This design comes from an exercise in tuning for small area and a short achievable clock period on the open sky130 flow, not from production work.
Only simulation tests tie the RTL to the original design; equivalence was not proved.
No activity file was given, so power comes from the tool's default toggle rates.

`run.sh`:
```
#!/bin/bash
# synth_recipe.tcl (not shown) runs the flow's synth.tcl, then flattens the netlist and writes it again
# the make line also repeats each setting of config.mk as NAME=value (left out here)
make -C /OpenROAD-flow-scripts/flow DESIGN_CONFIG=/design/flow/config.mk WORK_HOME=/design/flow/orfs CLKGATE_MAP_FILE= SYNTH_SCRIPT=/design/flow/synth_recipe.tcl finish
```
`config.mk`:
```
export PLATFORM = sky130hd
export DESIGN_NAME = rival_framer
export DESIGN_NICKNAME = rival_framer
export VERILOG_FILES = /design/flow/design.v
export SDC_FILE = /design/flow/constraint.sdc
export NUM_CORES = 4
export LEC_CHECK = 0
export CAP_MARGIN = 20
export CORE_MARGIN = 2
export CORE_UTILIZATION = 40
export PLACE_DENSITY = 0.6
export SLEW_MARGIN = 20
```
`constraint.sdc`:
```
create_clock -name core_clock -period 9.0 [get_ports {clk}]
set_input_delay 1.8000 -clock core_clock [delete_from_list [all_inputs] [get_ports {clk}]]
set_output_delay 1.8000 -clock core_clock [all_outputs]
set_load 0.01 [all_outputs]
```
`design.v`:
```
module rival_core #(
    parameter C  = 192,
    parameter AW = 8,    
    parameter CW = 8     
) (
    input  wire          clk,
    input  wire          rst,
    input  wire          wr_valid,
    input  wire [7:0]    wr_data,
    input  wire          cmd_valid,
    input  wire [2:0]    cmd_op,
    input  wire [15:0]   cmd_arg,
    output reg  [AW-1:0] head,
    output reg  [AW-1:0] tail,
    output reg           full,
    output wire          empty,
    output wire [CW-1:0] avail,
    output wire          cmd_ready,
    output reg           rsp_valid,
    output reg  [2:0]    rsp_status,
    output reg  [15:0]   rsp_data,
    output reg  [119:0]  frame_q,
    output reg           frame_valid,
    output reg           wr_ovf,
    output reg  [15:0]   ovf_cnt,
    output reg           ovf_sticky,
    output reg           udf_sticky
);
    localparam L        = 15;
    localparam HDR      = 8'hBB;
    localparam MRK      = 8'h12;
    localparam TYPE_OFF = 13;
    localparam OP_NOP     = 3'd0;
    localparam OP_AVAIL   = 3'd1;
    localparam OP_PEEK    = 3'd2;
    localparam OP_CONSUME = 3'd3;
    localparam OP_PARSE   = 3'd4;
    localparam ST_OK        = 3'd0;
    localparam ST_FOUND     = 3'd1;
    localparam ST_NOTREADY  = 3'd2;
    localparam ST_NOTFOUND  = 3'd3;
    localparam ST_UNDERFLOW = 3'd4;
    localparam ST_ILLEGAL   = 3'd5;
    localparam S_IDLE   = 3'd0;
    localparam S_SCAN   = 3'd1;
    localparam S_CHECK  = 3'd2;
    localparam S_COPY   = 3'd3;
    localparam S_COMMIT = 3'd4;
    reg [7:0]    mem [0:C-1];
    reg [2:0]    state;
    reg [AW-1:0] scan_i;
    reg [AW-1:0] ptr;
    reg [3:0]    k;
    assign avail     = full ? C[CW-1:0] :
                       (head >= tail) ? (head - tail) : (head + C[AW-1:0] - tail);
    assign empty     = (head == tail) && !full;
    assign cmd_ready = (state == S_IDLE);
    function [AW-1:0] inc_c(input [AW-1:0] p);
        inc_c = (p == C - 1) ? {AW{1'b0}} : p + 1'b1;
    endfunction
    wire [16:0]   peek_sum = {{(17-AW){1'b0}}, tail} + {1'b0, cmd_arg};
    wire [16:0]   peek_mod = peek_sum % C;
    wire [AW-1:0] peek_idx = peek_mod[AW-1:0];
    wire [AW-1:0] ptr_p2   = (ptr >= C - 2) ? ptr + 2 - C : ptr + 2;
    wire [AW-1:0] rd_a_idx = (state == S_IDLE) ? peek_idx : ptr;
    wire [7:0]    rd_a     = mem[rd_a_idx];
    wire [7:0]    rd_b     = mem[ptr_p2];
    wire w_acc  = wr_valid && !full;
    wire w_drop = wr_valid &&  full;
    always @(posedge clk) begin
        if (!rst && w_acc)
            mem[head] <= wr_data;
    end
    wire       idle_cmd     = (state == S_IDLE) && cmd_valid;
    wire       consume_ok   = idle_cmd && (cmd_op == OP_CONSUME) && ({1'b0, cmd_arg} <= {{(17-CW){1'b0}}, avail});
    wire [AW:0] needed       = {1'b0, scan_i} + L;
    reg [CW-1:0] n_commit;
    always @(*) begin
        n_commit = {CW{1'b0}};
        if (consume_ok)
            n_commit = cmd_arg[CW-1:0];
        else if (state == S_COMMIT)
            n_commit = scan_i + L;
    end
    wire [AW:0]   tail_sum  = {1'b0, tail} + n_commit;
    wire [AW:0]   tail_wrap = tail_sum - C[AW:0];
    wire [AW-1:0] tail_next = (tail_sum >= C) ? tail_wrap[AW-1:0] : tail_sum[AW-1:0];
    wire [CW:0]   avail_next = {1'b0, avail} + w_acc - n_commit;
    always @(posedge clk) begin
        if (rst) begin
            head        <= {AW{1'b0}};
            tail        <= {AW{1'b0}};
            full        <= 1'b0;
            state       <= S_IDLE;
            scan_i      <= {AW{1'b0}};
            ptr         <= {AW{1'b0}};
            k           <= 4'd0;
            frame_q     <= 120'd0;
            frame_valid <= 1'b0;
            rsp_valid   <= 1'b0;
            rsp_status  <= 3'd0;
            rsp_data    <= 16'd0;
            wr_ovf      <= 1'b0;
            ovf_cnt     <= 16'd0;
            ovf_sticky  <= 1'b0;
            udf_sticky  <= 1'b0;
        end else begin
            if (w_acc)
                head <= inc_c(head);
            wr_ovf <= w_drop;
            if (w_drop) begin
                if (ovf_cnt != 16'hFFFF)
                    ovf_cnt <= ovf_cnt + 1'b1;
                ovf_sticky <= 1'b1;
            end
            rsp_valid <= 1'b0;
            case (state)
                S_IDLE: begin
                    if (cmd_valid) begin
                        case (cmd_op)
                            OP_NOP: begin
                                rsp_valid  <= 1'b1;
                                rsp_status <= ST_OK;
                                rsp_data   <= 16'd0;
                            end
                            OP_AVAIL: begin
                                rsp_valid  <= 1'b1;
                                rsp_status <= ST_OK;
                                rsp_data   <= {{(16-CW){1'b0}}, avail};
                            end
                            OP_PEEK: begin
                                rsp_valid  <= 1'b1;
                                rsp_status <= ST_OK;
                                rsp_data   <= {8'd0, rd_a};
                            end
                            OP_CONSUME: begin
                                rsp_valid  <= 1'b1;
                                rsp_data   <= 16'd0;
                                if (consume_ok) begin
                                    rsp_status <= ST_OK;
                                end else begin
                                    rsp_status <= ST_UNDERFLOW;
                                    udf_sticky <= 1'b1;
                                end
                            end
                            OP_PARSE: begin
                                state  <= S_SCAN;
                                scan_i <= {AW{1'b0}};
                                ptr    <= tail;
                            end
                            default: begin
                                rsp_valid  <= 1'b1;
                                rsp_status <= ST_ILLEGAL;
                                rsp_data   <= 16'd0;
                            end
                        endcase
                    end
                end
                S_SCAN: begin
                    if (rd_a == HDR && rd_b == MRK) begin
                        state <= S_CHECK;
                    end else if (scan_i == C - 1) begin
                        rsp_valid  <= 1'b1;
                        rsp_status <= ST_NOTFOUND;
                        rsp_data   <= 16'd0;
                        state      <= S_IDLE;
                    end else begin
                        scan_i <= scan_i + 1'b1;
                        ptr    <= inc_c(ptr);
                    end
                end
                S_CHECK: begin
                    if ({1'b0, avail} < needed) begin
                        rsp_valid  <= 1'b1;
                        rsp_status <= ST_NOTREADY;
                        rsp_data   <= 16'd0;
                        state      <= S_IDLE;
                    end else begin
                        state       <= S_COPY;
                        k           <= 4'd0;
                        frame_valid <= 1'b0;
                    end
                end
                S_COPY: begin
                    frame_q[k*8 +: 8] <= rd_a;
                    ptr               <= inc_c(ptr);
                    if (k == L - 1)
                        state <= S_COMMIT;
                    else
                        k <= k + 1'b1;
                end
                S_COMMIT: begin
                    rsp_valid   <= 1'b1;
                    rsp_status  <= ST_FOUND;
                    rsp_data    <= {8'd0, frame_q[TYPE_OFF*8 +: 8]};
                    frame_valid <= 1'b1;
                    state       <= S_IDLE;
                end
                default: begin
                    state <= S_IDLE;
                end
            endcase
            tail <= tail_next;
            full <= (avail_next == C);
        end
    end
endmodule
module rival_framer (
    input  wire         clk,
    input  wire         rst,
    input  wire         wr_valid,
    input  wire [7:0]   wr_data,
    input  wire         cmd_valid,
    input  wire [2:0]   cmd_op,
    input  wire [15:0]  cmd_arg,
    output wire [7:0]   head,
    output wire [7:0]   tail,
    output wire         full,
    output wire         empty,
    output wire [7:0]   avail,
    output wire         cmd_ready,
    output wire         rsp_valid,
    output wire [2:0]   rsp_status,
    output wire [15:0]  rsp_data,
    output wire [119:0] frame_q,
    output wire         frame_valid,
    output wire         wr_ovf,
    output wire [15:0]  ovf_cnt,
    output wire         ovf_sticky,
    output wire         udf_sticky
);
    rival_core #(.C(192), .AW(8), .CW(8)) u_core (
        .clk         (clk),
        .rst         (rst),
        .wr_valid    (wr_valid),
        .wr_data     (wr_data),
        .cmd_valid   (cmd_valid),
        .cmd_op      (cmd_op),
        .cmd_arg     (cmd_arg),
        .head        (head),
        .tail        (tail),
        .full        (full),
        .empty       (empty),
        .avail       (avail),
        .cmd_ready   (cmd_ready),
        .rsp_valid   (rsp_valid),
        .rsp_status  (rsp_status),
        .rsp_data    (rsp_data),
        .frame_q     (frame_q),
        .frame_valid (frame_valid),
        .wr_ovf      (wr_ovf),
        .ovf_cnt     (ovf_cnt),
        .ovf_sticky  (ovf_sticky),
        .udf_sticky  (udf_sticky)
    );
endmodule
```
==> summary.txt <==
[Yosys cell counts (10+ instances only)]
cell                       instances  area share [%]
sky130_fd_sc_hd__o21ai_1          10           0.062
sky130_fd_sc_hd__a221oi_1         20            0.22
sky130_fd_sc_hd__o31ai_1          16            0.15
sky130_fd_sc_hd__nand2b_1         23            0.18
sky130_fd_sc_hd__o21a_1           14            0.13
sky130_fd_sc_hd__mux2i_1         119             1.5
sky130_fd_sc_hd__a211oi_1         72            0.67
sky130_fd_sc_hd__edfxtp_1       1536              57
sky130_fd_sc_hd__o21ai_0          84            0.52
sky130_fd_sc_hd__xor2_1           32            0.35
sky130_fd_sc_hd__a311oi_1        277             3.0
sky130_fd_sc_hd__and3_1          124            0.96
sky130_fd_sc_hd__buf_1           126            0.59
sky130_fd_sc_hd__a211o_1          10            0.11
sky130_fd_sc_hd__nor2b_1          33            0.26
sky130_fd_sc_hd__fa_1             10            0.25
sky130_fd_sc_hd__nand4_1          20            0.15
sky130_fd_sc_hd__nor4bb_1         16            0.20
sky130_fd_sc_hd__o22ai_1          11           0.085
sky130_fd_sc_hd__nand2_1        1661             7.7
sky130_fd_sc_hd__xnor2_1          38            0.41
sky130_fd_sc_hd__clkbuf_1        361             1.7
sky130_fd_sc_hd__mux4_2           52             1.5
sky130_fd_sc_hd__nor3_1          149            0.92
sky130_fd_sc_hd__o221ai_1         10            0.11
sky130_fd_sc_hd__ha_1             77             1.2
sky130_fd_sc_hd__a21oi_1         206             1.3
sky130_fd_sc_hd__nor2_1          606             2.8
sky130_fd_sc_hd__a31oi_1          71            0.55
sky130_fd_sc_hd__a32oi_1          19            0.21
sky130_fd_sc_hd__or3_1            16            0.12
sky130_fd_sc_hd__buf_2            33            0.20
sky130_fd_sc_hd__a22o_1           16            0.17
sky130_fd_sc_hd__o211ai_1         58            0.54
sky130_fd_sc_hd__o32ai_1          52            0.56
sky130_fd_sc_hd__nand3b_1         11            0.10
sky130_fd_sc_hd__nor4_1           81            0.63
sky130_fd_sc_hd__nor3b_1          13            0.12
sky130_fd_sc_hd__inv_1           150            0.70
sky130_fd_sc_hd__nor4b_1         106             1.1
sky130_fd_sc_hd__dfxtp_1         192             4.8
sky130_fd_sc_hd__a21o_1           12            0.11
sky130_fd_sc_hd__nand3_1         668             4.1
[final timing paths]
kind / from / to
worst max-delay path: cmd_arg[0] / u_core.rsp_status[2]
worst min-delay path: u_core.rsp_status[1] / u_core.rsp_status[1]
worst max register to register: u_core.tail[0] / u_core.tail[7]
worst min register to register: u_core.rsp_status[1] / u_core.rsp_status[1]
[power by group through the flow]
stage                     Combinational (mW)  Clock, mW  Sequential [mW]
after floorplan                        0.859          0             8.91
after global placement                  1.58          0             8.91
after detailed placement                1.59          0             8.91
after CTS                               1.59       7.41             8.74
after global routing                    1.72       7.72             8.74
final                                   1.62       7.33             8.74
[critical path, stage by stage]
cell and delay [ps]:
sky130_fd_sc_hd__clkdlybuf4s50_1 520, sky130_fd_sc_hd__ha_1 230, sky130_fd_sc_hd__inv_1 70, sky130_fd_sc_hd__fa_1 530, sky130_fd_sc_hd__nor4_1 80, sky130_fd_sc_hd__buf_4 200
sky130_fd_sc_hd__a21oi_4 630, sky130_fd_sc_hd__buf_12 320, sky130_fd_sc_hd__buf_12 320, sky130_fd_sc_hd__and3_1 210, sky130_fd_sc_hd__a311oi_1 60, sky130_fd_sc_hd__a311oi_1 650
sky130_fd_sc_hd__a311oi_1 240, sky130_fd_sc_hd__o311ai_0 720, sky130_fd_sc_hd__buf_4 250, sky130_fd_sc_hd__o22ai_1 80, sky130_fd_sc_hd__a2111o_1 430, sky130_fd_sc_hd__nand4_1 120
sky130_fd_sc_hd__nand4b_4 180, sky130_fd_sc_hd__o311ai_4 100, sky130_fd_sc_hd__buf_12 200, sky130_fd_sc_hd__or4_1 500, sky130_fd_sc_hd__a21oi_1 150
[layout make-up]
cell class,count,area (um^2),share of cell area [%]
clock inverters,104,982,1.07
clock buffers,228,4750,5.16
repair buffers,399,4020,4.37
multi-input cells,4956,28400,30.8
inverters,154,578,0.628
flip-flops and latches,1728,50000,54.3
diodes,2,5.00,0.00544
well taps,2656,3320,3.61
[layer usage]
metal  vias to the layer above  global-route usage, %  share of wire (%)
li1                      27400                      -                  -
met1                     30200                   33.7                 41
met2                      3242                   39.2                 45
met3                       517                   4.27                9.3
met4                         2                   10.6                4.4
met5                         -                      0             0.0050
[logic make-up (layout without fill, tap and decap cells)]
logic type               count (synthesis)  count (layout)  share of synthesized area [%]
adder cells (fa/ha/maj)                 87              87                           1.44
AO/OA/AOI/OAI                         1046            1046                           9.66
other                                    1              10                        0.00465
flip-flops                            1728            1728                           61.9
AND/OR/NAND/NOR                       3570            3570                           20.0
buffers and inverters                  685             885                           3.29
multiplexers                           175             175                           3.00
XOR/XNOR                                70              70                          0.759
[cells in the final DEF (no fill, tap or decap), types with 148 or more instances in the layout]
master                            netlist  layout
sky130_fd_sc_hd__a21oi_1              206     205
sky130_fd_sc_hd__a311oi_1             277     277
sky130_fd_sc_hd__buf_4                  9     151
sky130_fd_sc_hd__clkbuf_16              0     182
sky130_fd_sc_hd__clkdlybuf4s50_1        0     200
sky130_fd_sc_hd__dfxtp_1              192     190
sky130_fd_sc_hd__edfxtp_1            1536    1536
sky130_fd_sc_hd__inv_1                150     150
sky130_fd_sc_hd__nand2_1             1661    1650
sky130_fd_sc_hd__nand3_1              668     668
sky130_fd_sc_hd__nor2_1               606     605
sky130_fd_sc_hd__nor3_1               149     148
[flip-flops by register name (all words and copies together) (netlist names), 4 cells and up]
name / flops
u_core.tail: 8
u_core.ovf_cnt: 16
u_core.frame_q: 120
u_core.rsp_data: 8
u_core.mem: 1536
u_core.scan_i: 8
u_core.ptr: 8
u_core.k: 4
u_core.head: 8
==> summary.txt <==
- The clock passes through at most 3 buffers.
- The top achievable clock speed is between 100 and 150 MHz.
- The worst hold slack after final layout is 464 ps.
- Counting instances, the worst hold path has a depth of 2.
- The clock drives 1,728 sinks.
- Setup slack on the critical path of the routed design comes to between 1000 and 1500 ps.
- The die footprint is approximately 210,000 um^2.
- Data on the critical path arrives at its endpoint at between 8000 and 9000 ps.
- The number of nets at the end of the flow is between 7,000 and 8,000.
- The data required time of the worst path is 9770 ps.
- Compared with the post-synthesis result, the final layout area differs by 14.0%.
- The first global-routing pass estimated between 300 and 400 mm of wire.
- The path depth of the worst reg2reg path is 40.
- The static leakage is 30.7 nW.
- The number of CTS-inserted buffers is 179.
- The worst IR drop on VDD is around 0.14 mV.
- Once detail routing completed, the nets flagged for antenna violations numbered 0.
- The share of post-route cells with drive strength above 1 is roughly 7.5%.
- The prevailing post-synth register cell is sky130_fd_sc_hd__edfxtp_1.
- At the end of the flow the core is filled with cells to around 46%.
- The number of iterations in the first detailed-routing pass is 8.
- In this run the tightest slew margin relative to its limit is 13.5%.
- The number of instances in the synthesized netlist is roughly 7,400.
- The post-synthesis sequential area ratio is 61.9%.
- Synthesis inferred 1,728 register bits.
- The final non-filler cell total is between 10,000 and 15,000.
- The number of antenna violations at the first check in global routing is 5.
- Row generation in the floorplan step produced 164 rows.
- The detailed-route DRC error count is 0.
- The critical path is of the in -> reg type.
- The remaining global-route overflow is 0.
- The run finished with no timing, DRC or antenna violations.
- Setup repair after global routing left no endpoint under its margin.
- Setup slack on the worst reg-to-reg path comes out at around 1400 ps.
- For this run, the number of Yosys warnings is 1.
- Per report_power, the clock group accounts for 41.4% of the total.
- Setup total negative slack on the finished layout was measured at 0 ps.
- In this run the clock root is driven by a sky130_fd_sc_hd__clkbuf_16.
- The total length of routed wires is 261 mm.
- The post-placement cell count is roughly 9,900.
- The count of buffers from port buffering is approximately 210.
- The first-iteration detailed-routing DRC count is 7,788.
- The count of instances resized after the clock tree is built is 0.
- The shortest clock period the worst path allows after layout is 7860 ps.
- Pin placement for this block handled roughly 220 I/O pins.
- The switching share of power is 24.8%.
- For this design the total switching power over the nets is 4.38 mW.
- The maximum number of pins on one net before global-route repair is around 140.
- The internal power of the cells totals roughly 13 mW.
- In this run, synthesis inferred 1,536 flip-flops with an integrated enable.
- In this run the worst path has a maximum fanout of 65.
- The filler cell count in the final layout is ~18,000.
- The tool flagged a number of max-cap violations equal to 0.
- After floorplanning, the core was sized to cover roughly 200,000 um^2.
- Detailed routing inserted a total of 61,400 vias.
- The max-slew violation count is 0.
- The number of hold buffers added after CTS was 0.
- The slew at the pin closest to its max-slew limit is 1290 ps.
- The maximum clock skew at final layout is 53.3 ps.
- Setup violations remaining at the end of the flow were counted as 0.
- The final hold violation count is 0.
- The distinct cell type count of the synthesized netlist is 99.
- The floorplan die height is 453 um.
- STA classifies the critical path endpoint as a flop.
- The via count of the first global-routing pass is ~60,000.
- The areal power density over the cells is between 150 and 200 nW/um^2.
- In the routed layout, each cell is associated on average with a via count of ~6.
- The worst hold path belongs to the class reg -> reg.
- The summed instance area of the synthesized netlist is between 80,000 and 90,000 um^2.
- The H-tree depth is 4.
- Of the available clock period, the critical path in the final layout requires a little under 90%.
- After detailed routing, the average wire length per cell comes to about 26 um.
- The latest clock arrival within the worst-skew pair is between 800 and 900 ps.
- The clock-pin slew on the worst setup and hold paths is roughly 60 ps.
- Sequential cells account for 49.4% of the total power.
- Summing all placed instances gives a cell area of 86,200 um^2.
- The final RePlAce weighted congestion is 0.899.
- The HPWL after detailed placement is 167 mm.
- For this configuration, the core starts out at a cell density of 40.4%.
- Summing all non-filler instances in the final layout gives an area of 92,000 um^2.
- The TritonCTS clock tree is yes.
- The total routing usage reported by global routing is between 20 and 25%.
- The post-CTS setup-driven buffer insertion count is 0.
- The async set or reset register ratio after synthesis is 0%.
- The pre-CTS setup slack is 486 ps.
- The worst setup path is launched from an input port.
- The die width is 453 um.
- The average footprint of a synthesized cell is roughly 11 um^2.
- The combinational share of power is under 10%.
- Summing internal, switching and leakage power gives approximately 18 mW.

-- static timing again, ports no longer ideal --
No port has a modelled driver above. Below, the same layout with a new extraction and two added sets of constraints. Step 1: set_driving_cell puts a clkbuf_16 on clk and a buf_2 on each other input, an assumption about the parent block. Step 2 moves the port delays by t, midway between the first and last clock arrival at a register: inputs arrive t later, outputs are due t later. That takes back most of the time a late clock gives input paths. Slacks: ideal / step 1 / step 2; pairs: ideal / step 1.
t (ns): 0.921
setup WS [ns]: 1.141 / 1.178 / 0.256
hold WS [ns]: 0.464 / 0.464 / 0.464
worst register clock-pin slew, ns: 0.07 / 0.07
After both steps this run still meets setup and hold. For this run, drivers alone change the setup slack by +0.037 ns; drivers and shift together by -0.885 ns.
